Background: an optimization exercise with open tools, aiming at small area, a short achievable clock period and few clock cycles per item. Do not read the settings as production practice.
In this exercise RTL edits were held to simulation tests only and were not proved equivalent to the original.
Power figures rest on the tool's default switching activity, not on a simulated workload.

--- flow/config.mk ---
export PLATFORM = sky130hd
export DESIGN_NAME = ina3221_rcu
export DESIGN_NICKNAME = ina3221_rcu
export VERILOG_FILES = /design/flow/design.v
export SDC_FILE = /design/flow/constraint.sdc
export NUM_CORES = 4
export LEC_CHECK = 0
export ABC_AREA = 1
export CAP_MARGIN = 20
export CORE_MARGIN = 2
export CORE_UTILIZATION = 40
export PLACE_DENSITY = 0.6
export SETUP_SLACK_MARGIN = 5
export SLEW_MARGIN = 20
--- flow/constraint.sdc ---
create_clock -name core_clock -period 9.0 [get_ports {clk}]
set_input_delay 1.8000 -clock core_clock [delete_from_list [all_inputs] [get_ports {clk}]]
set_output_delay 1.8000 -clock core_clock [all_outputs]
set_load 0.01 [all_outputs]
--- flow/design.v ---
module ina3221_rcu #(
    parameter [6:0] DEV_ADDR = 7'h40
) (
    input  wire        clk,
    input  wire        rst,
    input  wire        cmd_valid,
    output wire        cmd_ready,
    input  wire [47:0] cmd,
    output wire        rsp_valid,
    input  wire        rsp_ready,
    output wire [79:0] rsp,
    output wire        tr_req_valid,
    output wire        tr_req_write,
    output wire [6:0]  tr_req_dev,
    output wire [7:0]  tr_req_reg,
    output wire [15:0] tr_req_wdata,
    input  wire        tr_ans_valid,
    input  wire        tr_ans_ok,
    input  wire [15:0] tr_ans_rdata,
    input  wire [7:0]  tr_ans_err,
    input  wire        pin_pv,
    input  wire        pin_crit,
    input  wire        pin_warn,
    input  wire        pin_tc,
    input  wire [15:0] shunt_r_mohm,
    output wire        inited_o,
    output wire [15:0] cfg_cache_o
);
    wire [7:0]  c_op   = cmd[47:40];
    wire [7:0]  c_sel  = cmd[39:32];
    wire [31:0] c_arg  = cmd[31:0];
    wire [15:0] c_word = cmd[15:0];
    wire c_ch_ok = (c_sel == 8'd1) || (c_sel == 8'd2) || (c_sel == 8'd3);
    localparam [1:0] K_WORD = 2'd0, K_S16 = 2'd1, K_X5 = 2'd2, K_FLAG = 2'd3;
    reg       d_legal, d_init, d_chan, d_local, d_write, d_curr;
    reg       d_set, d_set40, d_sum;
    reg       d_desc, d_enc, d_cfgl, d_cfgw, d_iset;
    reg [1:0] d_kind;
    reg [3:0] d_fbit;           
    reg [7:0] d_reg;            
    reg [1:0] d_wsrc;           
    always @(*) begin
        d_legal = 1'b1; d_init = 1'b1; d_chan = 1'b0; d_local = 1'b0;
        d_write = 1'b0; d_curr = 1'b0; d_set = 1'b0; d_set40 = 1'b0; d_sum = 1'b0;
        d_desc = 1'b0; d_enc = 1'b0; d_cfgl = 1'b0; d_cfgw = 1'b0; d_iset = 1'b0;
        d_kind = K_WORD; d_fbit = 4'd0; d_reg = 8'h00; d_wsrc = 2'd0;
        case (c_op)
            8'h01: begin d_reg = c_sel; end
            8'h02: begin d_reg = c_sel; d_write = 1'b1; end
            8'h10, 8'h20: begin d_chan = 1'b1; d_kind = K_S16; d_reg = {5'd0, c_sel[1:0], 1'b0}; end
            8'h11: begin d_chan = 1'b1; d_kind = K_S16; d_reg = {5'd0, c_sel[1:0], 1'b0} - 8'd1; end
            8'h21: begin d_chan = 1'b1; d_kind = K_X5;  d_reg = {5'd0, c_sel[1:0], 1'b0} - 8'd1; end
            8'h22: begin d_chan = 1'b1; d_curr = 1'b1; d_kind = K_X5; d_reg = {5'd0, c_sel[1:0], 1'b0} - 8'd1; end
            8'h23: begin d_chan = 1'b1; d_kind = K_X5;  d_reg = {5'd0, c_sel[1:0], 1'b0} + 8'd5; end
            8'h24: begin d_chan = 1'b1; d_kind = K_X5;  d_reg = {5'd0, c_sel[1:0], 1'b0} + 8'd6; end
            8'h25: begin d_kind = K_X5; d_reg = 8'h0D; end
            8'h26: begin d_kind = K_X5; d_reg = 8'h0E; end
            8'h27: begin d_kind = K_S16; d_reg = 8'h10; end
            8'h28: begin d_kind = K_S16; d_reg = 8'h11; end
            8'h30: begin d_chan = 1'b1; d_write = 1'b1; d_set = 1'b1; d_set40 = 1'b1;
                         d_reg = {5'd0, c_sel[1:0], 1'b0} + 8'd5; end
            8'h31: begin d_chan = 1'b1; d_write = 1'b1; d_set = 1'b1; d_set40 = 1'b1;
                         d_reg = {5'd0, c_sel[1:0], 1'b0} + 8'd6; end
            8'h32: begin d_write = 1'b1; d_set = 1'b1; d_set40 = 1'b1; d_sum = 1'b1; d_reg = 8'h0E; end
            8'h33: begin d_write = 1'b1; d_set = 1'b1; d_reg = 8'h10; end
            8'h34: begin d_write = 1'b1; d_set = 1'b1; d_reg = 8'h11; end
            8'h40: begin d_init = 1'b0; d_iset = 1'b1; d_cfgl = 1'b1; end
            8'h41: begin d_init = 1'b0; d_iset = 1'b1; d_cfgw = 1'b1; d_write = 1'b1; end
            8'h42: begin d_cfgl = 1'b1; end
            8'h43: begin d_cfgw = 1'b1; d_write = 1'b1; end
            8'h44: begin d_cfgw = 1'b1; d_write = 1'b1; d_wsrc = 2'd1; end
            8'h45: begin d_cfgw = 1'b1; d_write = 1'b1; d_wsrc = 2'd2; end
            8'h46: begin d_init = 1'b0; d_local = 1'b1; d_desc = 1'b1; end
            8'h47: begin d_init = 1'b0; d_local = 1'b1; d_enc = 1'b1; end
            8'h50: begin d_reg = 8'h0F; end
            8'h51: begin d_reg = 8'h0F; d_write = 1'b1; end
            8'h52: begin d_reg = 8'h0F; d_kind = K_FLAG; d_fbit = 4'd2; end
            8'h53: begin d_reg = 8'h0F; d_kind = K_FLAG; d_fbit = 4'd1; end
            8'h54: begin d_chan = 1'b1; d_reg = 8'h0F; d_kind = K_FLAG; d_fbit = 4'd10 - {2'd0, c_sel[1:0]}; end
            8'h55: begin d_chan = 1'b1; d_reg = 8'h0F; d_kind = K_FLAG; d_fbit = 4'd6 - {2'd0, c_sel[1:0]}; end
            8'h60, 8'h61, 8'h62, 8'h63: begin d_init = 1'b0; d_local = 1'b1; end
            default: d_legal = 1'b0;
        endcase
    end
    function [10:0] avg_lut(input [2:0] i);
        case (i)
            3'd0: avg_lut = 11'd1;    3'd1: avg_lut = 11'd4;
            3'd2: avg_lut = 11'd16;   3'd3: avg_lut = 11'd64;
            3'd4: avg_lut = 11'd128;  3'd5: avg_lut = 11'd256;
            3'd6: avg_lut = 11'd512;  default: avg_lut = 11'd1024;
        endcase
    endfunction
    function [13:0] ct_lut(input [2:0] i);
        case (i)
            3'd0: ct_lut = 14'd140;   3'd1: ct_lut = 14'd204;
            3'd2: ct_lut = 14'd332;   3'd3: ct_lut = 14'd588;
            3'd4: ct_lut = 14'd1100;  3'd5: ct_lut = 14'd2116;
            3'd6: ct_lut = 14'd4156;  default: ct_lut = 14'd8244;
        endcase
    endfunction
    function [58:0] desc(input [15:0] w);
        reg m_pd;
        begin
            m_pd = ~(w[0] | w[1]);
            desc = {m_pd, w[2] & ~m_pd, w[1], w[0],
                    ct_lut(w[5:3]), ct_lut(w[8:6]), avg_lut(w[11:9]),
                    w[2:0], w[5:3], w[8:6], w[11:9], w[12], w[13], w[14], w[15]};
        end
    endfunction
    reg        s_idle, s_xfer, s_resp, s_x5, s_abs, s_div, s_neg, s_sdiv;
    reg        inited;
    reg [15:0] cfg_cache;
    reg        req_write;
    reg [7:0]  req_reg;
    reg [15:0] w;               
    reg [2:0]  status;
    reg [7:0]  info;
    reg [27:0] acc;             
    reg        sx;              
    reg        dmode;           
    reg [15:0] rem;             
    reg [3:0]  cnt;
    reg        neg;
    reg [15:0] rn;
    reg [3:0]  rz;
    reg        q_curr, q_set40, q_sum, q_cfgl, q_cfgw, q_iset;
    reg [1:0]  q_kind;
    reg [3:0]  q_fbit;
    wire [15:0] a_L    = {tr_ans_rdata[7:0], tr_ans_rdata[15:8]};
    wire [27:0] a_s16  = {{12{a_L[15]}}, a_L};
    wire [25:0] x5_in  = s_xfer ? a_s16[25:0] : acc[25:0];
    wire [25:0] x5     = {x5_in[23:0], 2'b00} + x5_in;
    wire [27:0] a_x5   = {{2{x5[25]}}, x5};
    reg [27:0] a_data;
    always @(*) begin
        case (q_kind)
            K_WORD:  a_data = {12'd0, a_L};
            K_S16:   a_data = a_s16;
            K_X5:    a_data = a_x5;
            default: a_data = {27'd0, a_L[q_fbit]};
        endcase
    end
    wire [16:0] d1_sh = {rem, acc[27]};
    wire [17:0] d1_df = {1'b0, d1_sh} - {2'b00, rn};
    wire        d1_ge = ~d1_df[17];
    wire [15:0] d1_r  = d1_ge ? d1_df[15:0] : d1_sh[15:0];
    wire [16:0] d2_sh = {d1_r, acc[26]};
    wire [17:0] d2_df = {1'b0, d2_sh} - {2'b00, rn};
    wire        d2_ge = ~d2_df[17];
    wire [15:0] d2_r  = d2_ge ? d2_df[15:0] : d2_sh[15:0];
    wire [28:0] ng_t = {1'b1, ~acc} + 29'd1;
    function [12:0] div5(input [2:0] r0, input [9:0] b, input integer n);
        reg [2:0] r;
        reg [9:0] q;
        integer j;
        begin
            r = r0;
            q = 10'd0;
            for (j = 9; j >= 0; j = j - 1) begin
                if (j < n) begin
                    q[j] = (r >= 3'd3) || (r == 3'd2 && b[j]);
                    case ({r, b[j]})
                        4'b000_0: r = 3'd0; 4'b000_1: r = 3'd1;
                        4'b001_0: r = 3'd2; 4'b001_1: r = 3'd3;
                        4'b010_0: r = 3'd4; 4'b010_1: r = 3'd0;
                        4'b011_0: r = 3'd1; 4'b011_1: r = 3'd2;
                        4'b100_0: r = 3'd3; default:  r = 3'd4;
                    endcase
                end
            end
            div5 = {r, q};
        end
    endfunction
    wire [12:0] s5a = div5(rem[2:0], acc[27:18], 10);    
    wire [12:0] s5b = div5(rem[2:0], {2'b00, acc[27:20]}, 8);   
    wire [15:0] sf_q  = q_set40 ? {acc[7:0], s5b[7:0]} : acc[15:0];
    wire        sf_c  = (w[2:0] == ~{3{neg}}) && (!q_set40 || s5b[12:10] == 3'd4);
    wire [15:0] sf_t  = (sf_q ^ {16{neg}}) + {15'd0, neg & ~sf_c};
    wire [15:0] sf_w  = q_sum ? {sf_t[14:0], 1'b0} : {sf_t[12:0], 3'b000};
    always @(posedge clk) begin
        if (s_idle && cmd_valid) begin
            rn <= shunt_r_mohm;
            rz <= 4'd0;
        end else if (rn[15:8] == 8'd0) begin
            rn <= {rn[7:0], 8'd0};
            rz <= rz + 4'd8;
        end else if (rn[15:12] == 4'd0) begin
            rn <= {rn[11:0], 4'd0};
            rz <= rz + 4'd4;
        end else if (!rn[15]) begin
            rn <= {rn[14:0], 1'b0};
            rz <= rz + 4'd1;
        end
        if (rst) begin
            s_idle <= 1'b1; s_xfer <= 1'b0; s_resp <= 1'b0; s_x5 <= 1'b0; s_abs <= 1'b0;
            s_div <= 1'b0; s_neg <= 1'b0; s_sdiv <= 1'b0;
            inited <= 1'b0;
        end else begin
            if (s_idle && cmd_valid) begin
                s_idle    <= 1'b0;
                req_write <= d_write;
                req_reg   <= d_reg;
                w         <= (d_wsrc == 2'd1) ? 16'h8000 : (d_wsrc == 2'd2) ? 16'h0004 : c_word;
                q_curr <= d_curr; q_set40 <= d_set40; q_sum <= d_sum;
                q_cfgl <= d_cfgl; q_cfgw <= d_cfgw; q_iset <= d_iset;
                q_kind <= d_kind; q_fbit <= d_fbit;
                status <= 3'd0;
                info   <= 8'd0;
                sx     <= 1'b0;
                dmode  <= 1'b0;
                neg    <= c_arg[31];
                rem    <= 16'd0;
                cnt    <= 4'd0;
                acc    <= {12'd0, (d_wsrc == 2'd1) ? 16'h8000 : (d_wsrc == 2'd2) ? 16'h0004 : c_word};
                if (!d_legal) begin
                    status <= 3'd3; info <= c_op; s_resp <= 1'b1;
                end else if (d_init && !inited) begin
                    status <= 3'd4; s_resp <= 1'b1;
                end else if (d_chan && !c_ch_ok) begin
                    status <= 3'd1; info <= c_sel; s_resp <= 1'b1;
                end else if (d_local) begin
                    s_resp <= 1'b1;
                    if (d_desc) begin
                        acc <= desc(c_word);
                        dmode <= 1'b1;
                    end else if (d_enc)
                        acc <= {12'd0, c_word[0], c_word[1], c_word[2], c_word[3], c_word[6:4],
                                c_word[9:7], c_word[12:10], c_word[15:13]};
                    else
                        acc <= {27'd0, c_op[1] ? (c_op[0] ? pin_tc : pin_warn)
                                               : (c_op[0] ? pin_crit : pin_pv)};
                end else if (d_set) begin
                    acc <= c_arg[30:3] ^ {28{c_arg[31]}};
                    cnt <= d_set40 ? 4'd0 : 4'd2;
                    s_sdiv <= 1'b1;
                end else begin
                    s_xfer <= 1'b1;
                end
            end
            if (s_sdiv) begin
                cnt <= cnt + 4'd1;
                if (cnt[1]) begin
                    w      <= sf_w;
                    acc    <= {12'd0, sf_w};
                    s_sdiv <= 1'b0;
                    s_xfer <= 1'b1;
                end else begin
                    acc <= {acc[17:0], s5a[9:0]};
                    rem <= {13'd0, s5a[12:10]};
                end
            end
            if (s_xfer && tr_ans_valid) begin
                s_xfer <= 1'b0;
                if (!tr_ans_ok) begin
                    status <= 3'd2;
                    info   <= tr_ans_err;
                    s_resp <= 1'b1;
                end else begin
                    if (q_iset) inited <= 1'b1;
                    if (q_cfgl) cfg_cache <= a_L;
                    if (q_cfgw) cfg_cache <= w;
                    if (!req_write) begin
                        acc <= a_data;
                        sx  <= a_data[27];
                    end
                    neg <= a_L[15];
                    cnt <= 4'd0;
                    if (q_curr) s_x5   <= 1'b1;
                    else        s_resp <= 1'b1;
                end
            end
            if (s_x5) begin
                acc <= a_x5;
                cnt <= cnt + 4'd1;
                if (cnt[1]) begin s_x5 <= 1'b0; s_abs <= 1'b1; end
            end
            if (s_abs) begin
                if (rz[0]) begin
                    rem <= {1'b0, ng_t[24:10]};
                    acc <= {ng_t[9:0], 18'd0};
                end else begin
                    rem <= {2'b00, ng_t[24:11]};
                    acc <= {ng_t[10:0], 17'd0};
                end
                if (!neg) begin
                    if (rz[0]) begin
                        rem <= {1'b0, acc[24:10]};
                        acc <= {acc[9:0], 18'd0};
                    end else begin
                        rem <= {2'b00, acc[24:11]};
                        acc <= {acc[10:0], 17'd0};
                    end
                end
                cnt   <= 4'd0;
                sx    <= 1'b0;
                s_abs <= 1'b0;
                s_div <= 1'b1;
            end
            if (s_div) begin
                rem <= d2_r;
                acc <= {acc[25:0], d1_ge, d2_ge};
                cnt <= cnt + 4'd1;
                if (cnt == {1'b0, rz[3:1]} + 4'd6) begin
                    s_div <= 1'b0;
                    if (neg) s_neg  <= 1'b1;
                    else     s_resp <= 1'b1;
                end
            end
            if (s_neg) begin
                acc    <= ng_t[27:0];
                sx     <= ng_t[28];
                s_neg  <= 1'b0;
                s_resp <= 1'b1;
            end
            if (s_resp && rsp_ready) begin
                s_resp <= 1'b0;
                s_idle <= 1'b1;
            end
        end
    end
    wire [58:0] dh = desc(w);
    assign cmd_ready    = s_idle;
    assign rsp_valid    = s_resp;
    assign rsp          = {5'd0, status, info, {5{sx}}, dmode ? dh[58:28] : {31{sx}}, acc};
    assign tr_req_valid = s_xfer;
    assign tr_req_write = req_write;
    assign tr_req_dev   = DEV_ADDR;
    assign tr_req_reg   = req_reg;
    assign tr_req_wdata = {w[7:0], w[15:8]};
    assign inited_o     = inited;
    assign cfg_cache_o  = cfg_cache;
endmodule
--- flow/run.sh ---
#!/bin/bash
# synth_recipe.tcl (not shown) runs the flow's synth.tcl, then flattens the netlist and writes it again
# the make line also repeats each setting of config.mk as NAME=value (left out here)
make -C /OpenROAD-flow-scripts/flow DESIGN_CONFIG=/design/flow/config.mk WORK_HOME=/design/flow/orfs CLKGATE_MAP_FILE= SYNTH_SCRIPT=/design/flow/synth_recipe.tcl finish
==> impl_summary.log <==
[metrics] Yosys warnings: 1
[metrics] initial cell density of the core: 0.408
[metrics] flip-flop cell with the highest count after synthesis: edfxtp_1
[metrics] CTS H-tree lvls: 4
[metrics] relative slew slack: 0.233
[metrics] die width: between 200 and 250 um
[metrics] required time worst endpoint: approximately 9.4 ns
[metrics] minimum clock period after layout: approximately 5.5 ns
[metrics] initial drt markers: around 2300
[metrics] total grt overflow: 0
[metrics] cell leakage power: ~10 nW
[metrics] commonest cells in the netlist: nand2_1 (414), o21ai_0 (284), inv_1 (253)
[metrics] vias per cell: between 5 and 6
[metrics] average wire per standard cell: 22.7 um
[metrics] share of cells above drive strength 1: 0.306
[metrics] hold buffers post-CTS: 0
[metrics] synth-to-layout area growth: 49.5%
[metrics] power density relative to cell area: roughly 190 nW/um2
[metrics] post-layout instance count excluding filler cells: roughly 3300
[metrics] maximum number of pins on one net before global-route repair: between 70 and 80
[metrics] number of flops mapped to enable cells by yosys: 130
[metrics] first-pass GRT wire length: ~110000 um
[metrics] result of the run: timing/DRC/antenna clean
[metrics] share of async-settable or async-resettable flops after synthesis: 0
[metrics] type of element capturing the critical path: flop
[metrics] total number of placement rows: 72
[metrics] DR vias: slightly below 20000
[metrics] number of flip-flops under the largest register name: 28
[metrics] portion of the post-synthesis area used by sequential elements: 0.268
[metrics] length of the first detailed-routing pass in iterations: 6
[metrics] Die Y: around 200 um
[metrics] unrepaired setup endpoints after global routing: yes
[metrics] number of cells in the design after placement: a little under 3000
[metrics] Placeable Area: between 30000 and 40000 um2
[metrics] number of max-cap violations: 0
[metrics] critical path's slowest cell: edfxtp_1
[metrics] Tcrit/Tclk final: 0.617
[metrics] Max Freq: about 0.18 GHz
[metrics] crit path launch type: flop
[metrics] final routed wirelength across all metal layers: between 70000 and 80000 um
[metrics] # setup viols final: 0
[metrics] register name with the most flops: acc
[metrics] maximum buffer depth of the clock tree: 2
[metrics] worst vdd rail ir drop: about 0.14 mV
[metrics] Hold Vio Cnt, Final: 0
[metrics] clk sink count: around 150
[metrics] post-layout net count: 2939
[metrics] most common cell in the synthesized netlist: nand2_1
[metrics] RePlAce Congestion: slightly below 1
[metrics] Post-Route Setup TNS: 0 ns
[metrics] GRT Overall Usage: 0.347
[metrics] count of nets left with antenna violations after detail routing: 0
[metrics] ports placed on the boundary: between 200 and 250
[metrics] count of filler cells inserted in the layout: 3500
[metrics] CTS clock-pin slew for the worst setup and hold paths: roughly 0.070 ns
[metrics] class of the worst hold path: flop to flop
[metrics] slew at the pin with the worst max-slew slack: ~1.1 ns
[metrics] number of global-route vias before repair: roughly 18000
[metrics] data arrival time of the critical path: ~5.9 ns
[metrics] max incr delay on CP: about 0.5 ns
[metrics] Buffers on Ports: between 200 and 250
[metrics] area of the die: 41300 um2
[metrics] critical path class: flop to flop
[metrics] number of distinct standard cells referenced by the synthesized netlist: 69
[metrics] largest cells by area after synthesis: edfxtp_1 (25%), nand2_1 (9.8%), o21ai_0 (9.0%), a21oi_1 (7.3%), inv_1 (6.0%)
[metrics] antenna diode count: 0
[metrics] clock tree from TritonCTS: done
[metrics] max-slew violation count: 0
[metrics] #FFs+latches synth: 147
[metrics] highest fanout seen on the critical path: 8
[metrics] total half-perimeter wirelength after legalization and detailed placement: about 52000 um
[metrics] final worst clock skew: between 0.015 and 0.02 ns
[metrics] total CTS buffers: 17
[metrics] top cell type's share of synthesized area: 0.246
[metrics] Cell Area, Synth: roughly 16000 um2
[metrics] most repeated library cell on the critical path: o21ai_2
[metrics] number of antenna violations at the first check in global routing: 3
[metrics] syn avg cell area: ~6.8 um2
[metrics] Gate Count Post-Synth: between 2000 and 2500
[metrics] clock latency at the later pin of the worst-skew pair: about 0.46 ns
[metrics] root buffer cell: clkbuf_16
[metrics] library cell occupying the most area in the post-synthesis netlist: edfxtp_1
[metrics] detailed-route DRC error count: 0
==> worst max-delay path, delay by kind of cell (launching register included) <==
kind,cells,cell delay [ns]
AND/OR/NAND/NOR,19,1.83
buffers and inverters,7,0.59
flip-flops,1,0.50
AO/OA/AOI/OAI,15,1.77
adder cells (fa/ha/maj),2,0.71
==> worst paths after layout <==
check                                 startpoint                to  slack (ns)  cells past startpoint
worst max-delay path            rem[3]$_DFFE_PN_              flop        3.45                     43
worst min-delay path            s_abs$_SDFF_PP0_  s_abs$_SDFF_PP0_        0.47                      1
worst max register to register  rem[3]$_DFFE_PN_              flop        3.45                     43
worst min register to register  s_abs$_SDFF_PP0_  s_abs$_SDFF_PP0_        0.47                      1
==> area by class of cell <==
cell class                      count  area, um2  area share
Clock buffer                       18        429      0.0181
Tap cell                          518        648      0.0273
Inverter                          281       1170      0.0494
Timing Repair inverter              2       15.0    0.000633
Clock inverter                     14        139     0.00586
Sequential cell                   147       4250       0.179
Timing Repair Buffer              540       4960       0.209
Multi-Input combinational cell   1784      12100       0.510
==> timing repair <==
action	in CTS	in global routing
gates cloned	3	1
endpoints found under the hold margin	0	0
pin swaps	172	182
resized for setup	426	222
endpoints found under the setup margin	118	77
setup buffers	212	89
==> per-layer routing <==
metal / global-route usage / share of wire
met1: 0.467 / 0.41
met2: 0.542 / 0.45
met3: 0.0658 / 0.093
met4: 0.157 / 0.048
met5: 0 / 0.000093
==> through the flow <==
stage	setup WS [ns]	hold WS (ns)	cell area (um2)	util	total power, W
2_1_floorplan	3.79	0.454	16400	-	0.00239
3_3_place_gp	2.65	0.441	18700	0.481	0.00291
3_5_place_dp	2.63	0.446	18700	0.481	0.00295
4_1_cts	3.46	0.456	22100	0.569	0.00422
5_1_grt	3.08	0.491	23700	0.609	0.00487
6_report	3.45	0.470	23700	0.609	0.00462
==> cells by family after synthesis <==
kind of cell | Yosys count | synth area share
mux | 1 | 0.000631
xor+xnor | 101 | 0.0567
simple gates | 829 | 0.229
other cells | 2 | 0.000473
fa+ha+maj | 68 | 0.0550
buf+inv | 422 | 0.107
compound gates | 772 | 0.284
flops | 147 | 0.268
==> cell usage in the layout, fill, tap and decap left out, types with 40 or more instances in the layout <==
master / Yosys / layout
nand2_2: 31 / 79
inv_2: 16 / 48
nand2_1: 414 / 337
o211ai_1: 40 / 40
buf_4: 23 / 249
nand3_1: 84 / 65
inv_1: 253 / 199
clkdlybuf4s50_1: 0 / 167
xor2_1: 69 / 60
o21ai_2: 8 / 44
nor2_1: 199 / 150
ha_1: 65 / 46
buf_6: 1 / 76
edfxtp_1: 130 / 130
a21oi_1: 231 / 193
o21ai_0: 284 / 216
==> power breakdown <==
part	internal, W	switching (W)
combinational	0.00125	0.00171
sequential	0.000823	0.0000914
clock	0.000390	0.000353
total	0.00247	0.00215
Testbench counts, summed over its fixed seeds: cycles 23,129, ops 3,200.

port drivers added, routing unchanged:
The results above use ideal ports. As a check the final layout listed here was re-extracted and re-timed, cells and wires unchanged. Step 1 assumes that a clkbuf_16 drives the clock port and a buf_2 every other input. Step 2 times the ports against the registers' clock, not the clock port: input delays grow and output delays shrink by t, the midpoint of the rising clock arrivals with the driver on. Three values: ideal ports, drivers, drivers and shift; two values: the first two.
t (ns): 0.512
setup slack, ns: 3.451 / 3.451 / 3.451
worst setup path at the end: register to register
slew at the worst register clock pin (ns): 0.08 / 0.08
cell pins on the clock port's net: 1
After both steps this run still meets setup and hold. The setup slack of this run moves by 0.000 ns with the drivers and by 0.000 ns with both steps.
